Background: an optimization exercise with open tools, aiming at small area, a short achievable clock period and few clock cycles per item. Do not read the settings as production practice.
In this exercise RTL edits were held to simulation tests only and were not proved equivalent to the original.

==> flow/design.v <==
module tlb_core (
    input  wire        clk,
    input  wire        rst,           
    input  wire        req_valid,
    output wire        req_ready,
    input  wire [71:0] req_data,
    output reg         resp_valid,
    output reg  [66:0] resp_data,
    output reg         pt_en,
    output reg         pt_we,
    output reg  [19:0] pt_addr,
    output wire [32:0] pt_wdata,      
    input  wire [32:0] pt_rdata
);
    localparam OP_CFG   = 3'd1;
    localparam OP_SET   = 3'd2;
    localparam OP_XLATE = 3'd3;
    localparam OP_HITS  = 3'd4;
    localparam ST_OK         = 3'd0;
    localparam ST_BAD_CFG    = 3'd1;
    localparam ST_BAD_VPN    = 3'd2;
    localparam ST_XLATE_FLT  = 3'd3;
    localparam ST_BAD_STATE  = 3'd4;
    localparam ST_BAD_CMD    = 3'd5;
    localparam LC_UNCONF = 2'd0;
    localparam LC_READY  = 2'd1;
    localparam LC_DEAD   = 2'd2;
    localparam S_IDLE     = 3'd0;
    localparam S_EXEC     = 3'd1;
    localparam S_PF_LOOK  = 3'd2;
    localparam S_PF_WAIT  = 3'd3;
    localparam S_OWN_RD   = 3'd4;
    localparam S_OWN_WAIT = 3'd5;
    reg  [2:0]  state;
    reg  [1:0]  lifecycle;
    reg         cfg_ps;           
    reg  [1:0]  cfg_rows;         
    reg  [63:0] hits;
    reg  [2:0]  cmd_op;
    reg         cmd_p;
    reg  [31:0] cmd_a;
    reg  [31:0] cmd_b;
    reg  [16*4-1:0]   valid_q;
    reg  [16*72-1:0]  key_q;
    reg  [16*128-1:0] ppn_q;
    assign req_ready = (state == S_IDLE);
    wire [19:0] vpn      = cfg_ps ? {1'b0, cmd_a[31:13]} : cmd_a[31:12];
    wire [12:0] off      = cfg_ps ? cmd_a[12:0] : {1'b0, cmd_a[11:0]};
    wire [19:0] pt_last  = cfg_ps ? 20'h7ffff : 20'hfffff;    
    wire        va_oor   = (vpn == pt_last);
    wire [19:0] vpn_next = vpn + 20'd1;
    wire        nxt_oor  = (vpn_next == pt_last);
    wire [3:0]  row_mask = (cfg_rows == 2'd0) ? 4'd3 : (cfg_rows == 2'd1) ? 4'd7 : 4'd15;
    wire [3:0]  row_own  = vpn[3:0] & row_mask;
    wire [3:0]  row_nxt  = vpn_next[3:0] & row_mask;
    wire        set_oor  = (cmd_a[31:20] != 12'd0) || (cmd_a[19:0] >= pt_last);
    function [63:0] compose;
        input [31:0] ppn;
        input [12:0] o;
        input        ps;
        begin
            if (ps) compose = {19'd0, ppn, o[12:0]};
            else    compose = {20'd0, ppn, o[11:0]};
        end
    endfunction
    reg  [3:0]  ru_row;
    reg  [17:0] ru_key;
    reg  [31:0] ru_ppn_in;
    wire [3:0]   cur_v   = valid_q[ru_row*4 +: 4];
    wire [71:0]  cur_k   = key_q[ru_row*72 +: 72];
    wire [127:0] cur_p   = ppn_q[ru_row*128 +: 128];
    reg          ru_hit;
    reg  [1:0]   ru_way;
    reg  [31:0]  ru_hit_ppn;
    reg  [3:0]   prom_v;
    reg  [71:0]  prom_k;
    reg  [127:0] prom_p;
    reg  [3:0]   ins_v;
    reg  [71:0]  ins_k;
    reg  [127:0] ins_p;
    integer i;
    always @(*) begin
        ru_hit     = 1'b0;
        ru_way     = 2'd0;
        for (i = 3; i >= 0; i = i - 1) begin
            if (cur_v[i] && cur_k[i*18 +: 18] == ru_key) begin
                ru_hit = 1'b1;
                ru_way = i[1:0];
            end
        end
        ru_hit_ppn = cur_p[ru_way*32 +: 32];
        prom_v = cur_v;
        prom_k = cur_k;
        prom_p = cur_p;
        for (i = 1; i < 4; i = i + 1) begin
            if (i <= ru_way) begin
                prom_v[i]         = cur_v[i-1];
                prom_k[i*18 +: 18] = cur_k[(i-1)*18 +: 18];
                prom_p[i*32 +: 32] = cur_p[(i-1)*32 +: 32];
            end
        end
        prom_v[0]     = cur_v[ru_way];
        prom_k[17:0]  = cur_k[ru_way*18 +: 18];
        prom_p[31:0]  = cur_p[ru_way*32 +: 32];
        ins_v = {cur_v[2:0], 1'b1};
        ins_k = {cur_k[53:0], ru_key};
        ins_p = {cur_p[95:0], ru_ppn_in};
    end
    reg          row_we;
    reg          row_ins;    
    wire cmd_legal_state =
        (cmd_op == OP_CFG) ? (lifecycle == LC_UNCONF) : (lifecycle == LC_READY);
    wire cfg_a_ok = (cmd_a == 32'd4096) || (cmd_a == 32'd8192);
    wire cfg_b_ok = (cmd_b == 32'd4) || (cmd_b == 32'd8) || (cmd_b == 32'd16);
    assign pt_wdata = {cmd_p, cmd_b};
    always @(*) begin
        pt_en   = 1'b0;
        pt_we   = 1'b0;
        pt_addr = vpn;
        case (state)
            S_EXEC: begin
                if (cmd_op == OP_SET && cmd_legal_state && !set_oor) begin
                    pt_en   = 1'b1;
                    pt_we   = 1'b1;
                    pt_addr = cmd_a[19:0];
                end
            end
            S_PF_LOOK: begin
                pt_en   = !ru_hit;
                pt_addr = vpn_next;
            end
            S_OWN_RD: pt_en = 1'b1;
            default: ;
        endcase
    end
    always @(*) begin
        ru_row    = row_own;
        ru_key    = vpn[19:2];
        ru_ppn_in = pt_rdata[31:0];
        row_we    = 1'b0;
        row_ins   = 1'b0;
        case (state)
            S_EXEC: begin
                if (cmd_op == OP_XLATE && cmd_legal_state && !va_oor && ru_hit)
                    row_we = 1'b1;
            end
            S_PF_LOOK: begin
                ru_row = row_nxt;
                ru_key = vpn_next[19:2];
                if (ru_hit) row_we = 1'b1;        
            end
            S_PF_WAIT: begin
                ru_row = row_nxt;
                ru_key = vpn_next[19:2];
                if (pt_rdata[32]) begin
                    row_we  = 1'b1;
                    row_ins = !ru_hit;
                end
            end
            S_OWN_WAIT: begin
                if (pt_rdata[32]) begin
                    row_we  = 1'b1;
                    row_ins = !ru_hit;
                end
            end
            default: ;
        endcase
    end
    always @(posedge clk) begin
        if (rst) begin
            state      <= S_IDLE;
            lifecycle  <= LC_UNCONF;
            cfg_ps     <= 1'b0;
            cfg_rows   <= 2'd0;
            hits       <= 64'd0;
            valid_q    <= {16*4{1'b0}};
            resp_valid <= 1'b0;
            resp_data  <= 67'd0;
            cmd_op     <= 3'd0;
            cmd_p      <= 1'b0;
            cmd_a      <= 32'd0;
            cmd_b      <= 32'd0;
        end else begin
            resp_valid <= 1'b0;
            if (row_we) begin
                valid_q[ru_row*4 +: 4]     <= row_ins ? ins_v : prom_v;
                key_q[ru_row*72 +: 72]     <= row_ins ? ins_k : prom_k;
                ppn_q[ru_row*128 +: 128]   <= row_ins ? ins_p : prom_p;
            end
            case (state)
                S_IDLE: begin
                    if (req_valid) begin
                        cmd_op <= req_data[2:0];
                        cmd_p  <= req_data[3];
                        cmd_a  <= req_data[39:8];
                        cmd_b  <= req_data[71:40];
                        state  <= S_EXEC;
                    end
                end
                S_EXEC: begin
                    state      <= S_IDLE;
                    resp_valid <= 1'b1;
                    resp_data  <= 67'd0;
                    if (cmd_op == 3'd0 || cmd_op > OP_HITS) begin
                        resp_data[2:0] <= ST_BAD_CMD;
                    end else if (!cmd_legal_state) begin
                        resp_data[2:0] <= ST_BAD_STATE;
                    end else begin
                        case (cmd_op)
                            OP_CFG: begin
                                if (cfg_a_ok && cfg_b_ok) begin
                                    cfg_ps    <= (cmd_a == 32'd8192);
                                    cfg_rows  <= (cmd_b == 32'd4) ? 2'd0 :
                                                 (cmd_b == 32'd8) ? 2'd1 : 2'd2;
                                    valid_q   <= {16*4{1'b0}};
                                    hits      <= 64'd0;
                                    lifecycle <= LC_READY;
                                    resp_data[2:0] <= ST_OK;
                                end else begin
                                    lifecycle <= LC_DEAD;
                                    resp_data[2:0] <= ST_BAD_CFG;
                                end
                            end
                            OP_SET: begin
                                if (set_oor) begin
                                    resp_data[2:0] <= ST_BAD_VPN;
                                end else begin
                                    resp_data[2:0] <= ST_OK;
                                end
                            end
                            OP_XLATE: begin
                                if (va_oor) begin
                                    resp_data[2:0] <= ST_XLATE_FLT;
                                end else if (ru_hit) begin
                                    if (hits != {64{1'b1}})
                                        hits <= hits + 64'd1;
                                    resp_data <= {compose(ru_hit_ppn, off, cfg_ps), ST_OK};
                                end else begin
                                    resp_valid <= 1'b0;
                                    state      <= nxt_oor ? S_OWN_RD : S_PF_LOOK;
                                end
                            end
                            default: begin  
                                resp_data <= {hits, ST_OK};
                            end
                        endcase
                    end
                end
                S_PF_LOOK: begin
                    if (ru_hit) begin
                        state <= S_OWN_RD;
                    end else begin
                        state   <= S_PF_WAIT;
                    end
                end
                S_PF_WAIT: begin
                    state <= S_OWN_RD;
                end
                S_OWN_RD: begin
                    state   <= S_OWN_WAIT;
                end
                S_OWN_WAIT: begin
                    state      <= S_IDLE;
                    resp_valid <= 1'b1;
                    if (pt_rdata[32])
                        resp_data <= {compose(pt_rdata[31:0], off, cfg_ps), ST_OK};
                    else
                        resp_data <= {64'd0, ST_XLATE_FLT};
                end
                default: state <= S_IDLE;
            endcase
        end
    end
endmodule
==> flow/constraint.sdc <==
create_clock -name core_clock -period 14.0 [get_ports {clk}]
set_input_delay 2.8000 -clock core_clock [delete_from_list [all_inputs] [get_ports {clk}]]
set_output_delay 2.8000 -clock core_clock [all_outputs]
set_load 0.01 [all_outputs]
==> flow/run.sh <==
#!/bin/bash
# synth_recipe.tcl (not shown) runs the flow's synth.tcl, then flattens the netlist and writes it again
# the make line also repeats each setting of config.mk as NAME=value (left out here)
make -C /OpenROAD-flow-scripts/flow DESIGN_CONFIG=/design/flow/config.mk WORK_HOME=/design/flow/orfs CLKGATE_MAP_FILE= SYNTH_SCRIPT=/design/flow/synth_recipe.tcl finish
==> flow/config.mk <==
export PLATFORM = sky130hd
export DESIGN_NAME = tlb_core
export DESIGN_NICKNAME = tlb_core
export VERILOG_FILES = /design/flow/design.v
export SDC_FILE = /design/flow/constraint.sdc
export NUM_CORES = 4
export LEC_CHECK = 0
export CAP_MARGIN = 20
export CORE_MARGIN = 2
export CORE_UTILIZATION = 22
export PLACE_DENSITY = 0.25
export SLEW_MARGIN = 20
==> results.json <==
{
  "worstSkewPairLatency_ns": 1.13,
  "hold_path.class": "register to register",
  "first_global_vias": 152000,
  "fp.dieH_um": 919,
  "via_per_inst": 5.94,
  "worst_r2r_startpoint": "cmd_a[12]",
  "leakage_nw": 71.9,
  "place_ws_ns": 3.14,
  "cp.required_ns": 11.20,
  "fin_ws_ns": 2.02,
  "crit_path_max_fanout": 41,
  "cts_made_buffers": 470,
  "post-route-util_pct": 26.2,
  "rr_worst_depth": 20,
  "synthTopCellsByArea": "edfxtp_1 (52%), mux4_2 (10%), a22o_1 (9.4%)",
  "cts_tree": "yes",
  "die_x_um": 919,
  "fin_crit_sh_pct": 85.6,
  "layout-drive-gt1-share_pct": 18.4,
  "slew-limit-headroom_pct": 7.67,
  "synth-main-ff-cell": "edfxtp_1",
  "core_um2": 836000,
  "initial_core_util_pct": 22.0,
  "hold-worst-slack_ns": 0.461,
  "cts_sinks": 3472,
  "gp_congestion": 0.963,
  "grt_usage_pct": 29.8,
  "cts_setup_buffers": 0,
  "rrSetupSlack_ns": 2.87,
  "yosys.area.top_type": "edfxtp_1",
  "io_pins": 232,
  "power.density_nw_per_um2": 123,
  "hold_depth": 2,
  "place_hpwl_um": 856000,
  "postSynthAreaPerCell_um2": 12.5,
  "grt_pass1_wl_um": 1680000,
  "holdPathEnd": "resp_data[0]",
  "fin_skew_ns": 0.0748,
  "multi_input_area_um2": 78600,
  "yosys_warnings": 1,
  "end_kind": "output pin",
  "drv_slew": 0,
  "ys_types": 123,
  "r2r_end": "key_q[603]",
  "drtIter0Drc": 20700,
  "hp-start": "resp_data[0]",
  "fmax_mhz": 83.5,
  "holdBufCountCts": 0,
  "hold_viol": 0,
  "seqCellArea_um2": 102000,
  "yosys.area.top_type_share_pct": 52.1,
  "syn_inst": 14800,
  "ys_seq_area_share_pct": 55.1,
  "nFillCells": 86100,
  "finalSetupViolations": 0,
  "ctsResizeCount": 0,
  "cts-root-buf": "clkbuf_16",
  "synth_edf_count": 3200,
  "vias": 158000,
  "tns_ns": 0,
  "async_flop_share_pct": 0,
  "rsz0062_at_grt": "no",
  "clock_path_buffers": 4,
  "drt-total-wl_um": 1310000,
  "wire_per_inst_um": 49.5,
  "peakVddDrop_uv": 109,
  "fin_nets": 15000,
  "syn_nets": 14900,
  "worst_pin_slew_ns": 1.38,
  "period_needed_ns": 11.98,
  "antenna_found_initial": 147,
  "grt_max_degree": 154,
  "outcome": "finished clean",
  "ys_ff_latch": 3472,
  "htree_num_levels": 5,
  "io_buffers": 227,
  "netlist_area_um2": 184000,
  "dr.pass1.iters": 6,
  "drc": 0,
  "num_rows": 336,
  "die_area_um2": 845000,
  "clkTransAtPathRegs_ns": 0.06,
  "arrival_ns": 9.18,
  "crit_type": "register to output pin",
  "drtAntennaViolNets": 0,
  "layout-area-overhead-vs-synth_pct": 18.9,
  "max_cap_violations": 0,
  "gr-total-overflow": 0,
  "critPathLaunchType": "register",
  "power_w": 0.0270
}
[flip-flops by register name, summed over array words and instances, names as in the netlist, 32 cells and up]
name	cells
ppn_q	2048
key_q	1152
resp_data	67
hits	64
valid_q	64
cmd_a	32
cmd_b	32
[cell families (layout without fill, tap and decap cells)]
group | Yosys count | count (layout) | synth area share, %
AND/OR/NAND/NOR | 3621 | 3621 | 8.34
other | 0 | 96 | 0
buffers and inverters | 1536 | 2000 | 3.37
AO/OA/AOI/OAI | 4905 | 4905 | 20.8
flip-flops | 3472 | 3472 | 55.1
multiplexers | 1100 | 1100 | 11.6
XOR/XNOR | 151 | 151 | 0.736
adder cells (fa/ha/maj) | 14 | 14 | 0.0950
[per-stage QoR]
| stage | cells | cell area (µm²) |
|---|---|---|
| 2_1_floorplan | 14800 | 185000 |
| 3_3_place_gp | 25500 | 204000 |
| 3_5_place_dp | 25500 | 204000 |
| 4_1_cts | 26400 | 219000 |
| 5_1_grt | 26400 | 219000 |
| 6_report | 26500 | 219000 |
[report_power, final]
group	switching, W	total [W]	internal [W]
Sequential	0.0000266	0.0112	0.0112
Clock	0.00530	0.0123	0.00696
Combinational	0.00279	0.00354	0.000750
[Yosys cell counts (all sizes together) (28+ instances only)]
cell type and n:
buf 352, o21ai 699, a221oi 40, nand4 50
a21oi 323, xor2 75, xnor2 76, and2 29
a211oi 86, clkbuf 1139, o21a 40, nor2 623
o22a 40, inv 43, a22o 1979, nand2b 31
a32oi 75, nand2 2267, or3 28, edfxtp 3200
a22oi 372, mux2i 224, and3 159, o211ai 40
a221o 106, mux2 58, o221ai 632, mux4 818
nand3 141, o22ai 69, nor4 54, nor3 141
dfxtp 272, a31oi 172, a21o 38
[cell type report]
cell class / count / area share, %
Antenna cell: 96 / 0.110
Clock buffer: 626 / 5.82
Clock inverter: 250 / 0.979
Inverter: 45 / 0.0868
Multi-Input combinational cell: 9791 / 35.9
Sequential cell: 3472 / 46.4
Tap cell: 11200 / 6.37
Timing Repair Buffer: 1079 / 4.41
[how the worst max path moves through the flow]
| stage | startpoint | end | slack (ns) | depth (start not counted) |
|---|---|---|---|---|
| CTS | cmd_a[12] | pt_en | 2.11 | 18 |
| finish | cmd_a[12] | pt_en | 2.02 | 18 |
| detailed placement | cmd_a[12] | key_q[477] | 3.14 | 20 |
| global placement | cmd_a[12] | key_q[398] | 2.78 | 19 |
| floorplan | cfg_ps | key_q[0] | -37.97 | 19 |
| global route | cmd_a[12] | pt_en | 2.02 | 18 |
[worst max-delay path, stage by stage, from the launching register on]
cell and delay [ns]:
dfxtp_1 0.87, mux2i_4 0.25, inv_2 0.12, ha_4 0.18, nand3b_1 0.30, xor2_4 0.40
nor4_4 1.02, buf_4 0.78, a22o_1 0.76, a221o_1 0.48, xor2_1 0.28, nor4bb_1 0.12
and4_1 0.39, nor2_2 0.76, nand2_8 0.15, nor2_1 0.19, a21oi_1 0.09, o21bai_1 0.16
clkdlybuf4s50_1 0.61
[metal layers]
metal / GRT usage, % / part of all wire, % / vias to the layer above
met2: 46.9 / 45 / 9230
met5: 0 / 0.014 / -
li1: - / - / 60400
met1: 37.6 / 40 / 85700
met4: 19.5 / 7.8 / 22
met3: 5.26 / 7.0 / 2251
[layout by cell type (no fill, tap or decap), drive strengths merged, types with 372 or more instances in the layout]
cell / count
mux4: 818
nand2: 2267
nor2: 623
edfxtp: 3200
clkbuf: 627
o21ai: 699
o221ai: 632
a22oi: 372
buf: 852
a22o: 1979
Testbench counts, summed over its fixed seeds: cycles 112,823, items 31,896.

static timing again, ports no longer ideal:
The flow's constraints put no driver on any port. The routed layout listed below was extracted and timed again, unchanged, in two steps.
Step 1 sets driving cells, clkbuf_16 on the clock port and buf_2 on the other inputs (assumed; they add their load-dependent delay and slew).
Step 2 moves the port delays by t, midway between the first and last clock arrival at a register: inputs arrive t later, outputs are due t later. That takes back most of the time a late clock gives input paths.
a / b / c = ideal ports / drivers / drivers and shift; a / b = the first two.
t (ns): 1.248
slack for setup (ns): 2.021 / 1.866 / 2.868
slew at the worst register clock pin (ns): 0.07 / 0.07
After both steps this run still meets setup and hold. For this run, drivers alone change the setup slack by -0.155 ns; drivers and shift together by +0.847 ns.
